Source: an optimization exercise on an open RTL-to-GDS flow (aim: small area, a short achievable clock period and few clock cycles). Production flows keep margins and buffers that such runs may drop.

==> flow/design.v (excerpt) <==
module cic_seed (
    input  wire        clk,
    input  wire        rst,           
    input  wire        start,         
    input  wire [31:0] image_size,    
    output reg         ready,
    output reg         done,          
    output wire [31:0] seed,
    output wire [31:0] crc,
    output reg         img_req,
    output reg  [8:0]  img_addr,      
    input  wire        img_gnt,
    input  wire        img_rvalid,
    input  wire [63:0] img_rdata
);
==> flow/config.mk <==
export PLATFORM = sky130hd
export DESIGN_NAME = cic_seed
export DESIGN_NICKNAME = cic_seed
export VERILOG_FILES = /design/flow/design.v
export SDC_FILE = /design/flow/constraint.sdc
export NUM_CORES = 4
export LEC_CHECK = 0
export CAP_MARGIN = 20
export CORE_MARGIN = 2
export CORE_UTILIZATION = 40
export SLEW_MARGIN = 20
==> flow/constraint.sdc <==
create_clock -name core_clock -period 5.0 [get_ports {clk}]
set_input_delay 1.0000 -clock core_clock [delete_from_list [all_inputs] [get_ports {clk}]]
set_output_delay 1.0000 -clock core_clock [all_outputs]
set_load 0.01 [all_outputs]
standard.sh (not shown) runs the stock make flow with config.mk's settings and CLKGATE_MAP_FILE= SYNTH_SCRIPT=/design/flow/synth_recipe.tcl, a recipe that flattens the netlist after the stock synthesis.
==> flow/flow/run.sh <==
#!/bin/bash
# Own flow: the standard layout (standard.sh, unchanged ORFS steps and
# synthesis) with these changes:
#  - ORFS's scripts are copied to ./scripts and ABC's speed script replaced by
#    flow/abc.script (plain delay-oriented mapping without ABC's blanket
#    buffering and upsizing; the placer's repair sizes the critical cells);
#  - three-input XOR/XNOR cells are added to the don't-use list;
#  - the ports get a plain buffer cell;
#  - any extra ORFS variables listed in flow/vars.txt.
# Each tool's output goes to the ORFS logs under orfs/logs; make's own output
# goes to standard_make.log here.
set -euo pipefail
rm -rf scripts
cp -r "$FLOW_HOME/scripts" scripts
cp flow/abc.script scripts/abc_speed.script
PLATFORM_DONT_USE=$(sed -n '/^export DONT_USE_CELLS += /,/^$/p' "$FLOW_HOME/platforms/sky130hd/config.mk" \
    | sed 's/export DONT_USE_CELLS += //; s/\\//g' | tr -s ' \n' ' ')
EXTRA_DONT_USE="sky130_fd_sc_hd__xnor3_1 sky130_fd_sc_hd__xnor3_2 sky130_fd_sc_hd__xnor3_4 sky130_fd_sc_hd__xor3_1 sky130_fd_sc_hd__xor3_2 sky130_fd_sc_hd__xor3_4"
VARS=()
if [[ -f flow/vars.txt ]]; then
    while read -r line; do [[ -n "$line" ]] && VARS+=("$line"); done < flow/vars.txt
fi
bash standard.sh "SCRIPTS_DIR=$PWD/scripts" \
    "DONT_USE_CELLS=$PLATFORM_DONT_USE $EXTRA_DONT_USE" \
    "BUFFER_PORTS_ARGS=-buffer_cell sky130_fd_sc_hd__buf_2" \
    "${VARS[@]}" finish > standard_make.log 2>&1
==> flow/flow/abc.script <==
&get -n
&st
&dch
&nf
&put
==> flow/flow/vars.txt <==
CORE_UTILIZATION=70
PLACE_DENSITY=0.75
SETUP_SLACK_MARGIN=2.0
BUFFER_PORTS_ARGS=-buffer_cell sky130_fd_sc_hd__buf_1
CTS_BUF_LIST=sky130_fd_sc_hd__clkbuf_4 sky130_fd_sc_hd__clkbuf_8
Rerun with:
--- a/flow/design.v
+++ b/flow/design.v
@@ -13,17 +13,17 @@
     input  wire        img_rvalid,
     input  wire [63:0] img_rdata
 );
     localparam [8:0] FIRST_WORD = 9'd8;     
     localparam [8:0] LAST_WORD  = 9'd511;   
     reg        req_on;      
     reg [1:0]  outst;       
     reg [31:0] nc;          
-    reg        s_lo, s8, s9, s10, s11, s12, s14, s15, s18;
+    reg        ka, kb, kc;
     wire [31:0] x  = ~nc ^ img_rdata[31:0];
     wire [31:0] dh = img_rdata[63:32];
     wire [31:0] cn;
     wire t0 = x[13] ^ x[3];
     wire t1 = x[11] ^ x[12];
     wire t2 = dh[7] ^ x[19];
     wire t3 = dh[0] ^ dh[22];
     wire t4 = x[4] ^ x[9];
@@ -194,16 +194,25 @@
     assign cn[31] = (t81 ^ ((x[0] ^ x[18]) ^ t114)) ^ ((t123 ^ t16) ^ (t36 ^ (t103 ^ t61)));
     wire take  = start & ready;
     wire grant = img_req & img_gnt;
     wire fin   = ~ready & ~req_on & (outst == 2'd0);
     wire       req_on_n = take ? (image_size[31:12] != 20'd0)
                                : req_on & ~(grant && img_addr == LAST_WORD);
     wire [1:0] outst_n  = outst + {1'b0, grant} - {1'b0, img_rvalid};
     assign crc  = nc;
+    wire s_lo = ka | kb;                  
+    wire s8   = kb;                       
+    wire s9   = ka & kb;                  
+    wire s10  = kb & (ka | ~kc);          
+    wire s11  = ka;                       
+    wire s12  = ka | (kb & kc);           
+    wire s14  = ka & ~kb;                 
+    wire s15  = kb & ~ka;                 
+    wire s18  = ka & kb & kc;             
     assign seed = {13'd0, s18, 2'd0, s15, s14, s11, s12, s11, s10, s9, s8,
                    2'd0, {6{s_lo}}};
     always @(posedge clk) begin
         if (rst) begin
             ready   <= 1'b1;
             req_on  <= 1'b0;
             outst   <= 2'd0;
             img_req <= 1'b0;
@@ -223,19 +232,13 @@
     wire m4 = (nc == 32'hACC8580A);    
     always @(posedge clk) begin
         if (take)
             img_addr <= FIRST_WORD;
         else if (grant)
             img_addr <= img_addr + 9'd1;
         if (img_rvalid | take)
             nc <= ~(cn | {32{take}});
-        s_lo <= m0 | m1 | m2 | m3 | m4;
-        s8   <= m0 | m1 | m3 | m4;
-        s9   <= m0 | m1;
-        s10  <= m0 | m1 | m4;
-        s11  <= m0 | m1 | m2;
-        s12  <= m0 | m1 | m2 | m3;
-        s14  <= m2;
-        s15  <= m3 | m4;
-        s18  <= m0;
+        ka <= m0 | m1 | m2;
+        kb <= m0 | m1 | m3 | m4;
+        kc <= m0 | m3;
     end
 endmodule
After rerunning: Clock-buffer cell count decreases by 1. Clock skew increases by 0.0098 ns. Cell count decreases by 1.9%. Final area decreases by about 0.7%. Synthesized cell count stays flat. Global-route usage increases by 1.7 points. Hold slack gets better by 0.031 ns. Sequential cell count decreases by 6. Non-clock buffer count increases by 1.
No functional check of the RTL was part of any run of this note.

afterwards: timing with drivers on the ports:
In the flow no input, the clock included, has a driving cell. The finished layouts below were timed again as built, in two steps. Step 1 sets driving cells, clkbuf_16 on the clock port and buf_2 on the other inputs (assumed; they add their load-dependent delay and slew). Step 2 also shifts input and output timing later by t, the mid clock arrival at the registers, as if the neighbouring blocks saw the same clock. a / b / c = ideal / step 1 / step 2; a / b = the first two.
| run | t, ns | setup slack, ns | worst setup path after step 2 | worst register clock-pin slew, ns |
|---|---|---|---|---|
| the first run | 0.349 | 1.861 / 1.858 / 1.509 | input to register | 0.10 / 0.10 |
| the second run | 0.333 | 1.802 / 1.793 / 1.460 | input to register | 0.10 / 0.10 |
After both steps setup and hold are still met in every run listed. The setup slack of the first run, which loses most, moves by -0.003 ns with the drivers and by -0.352 ns with both steps.
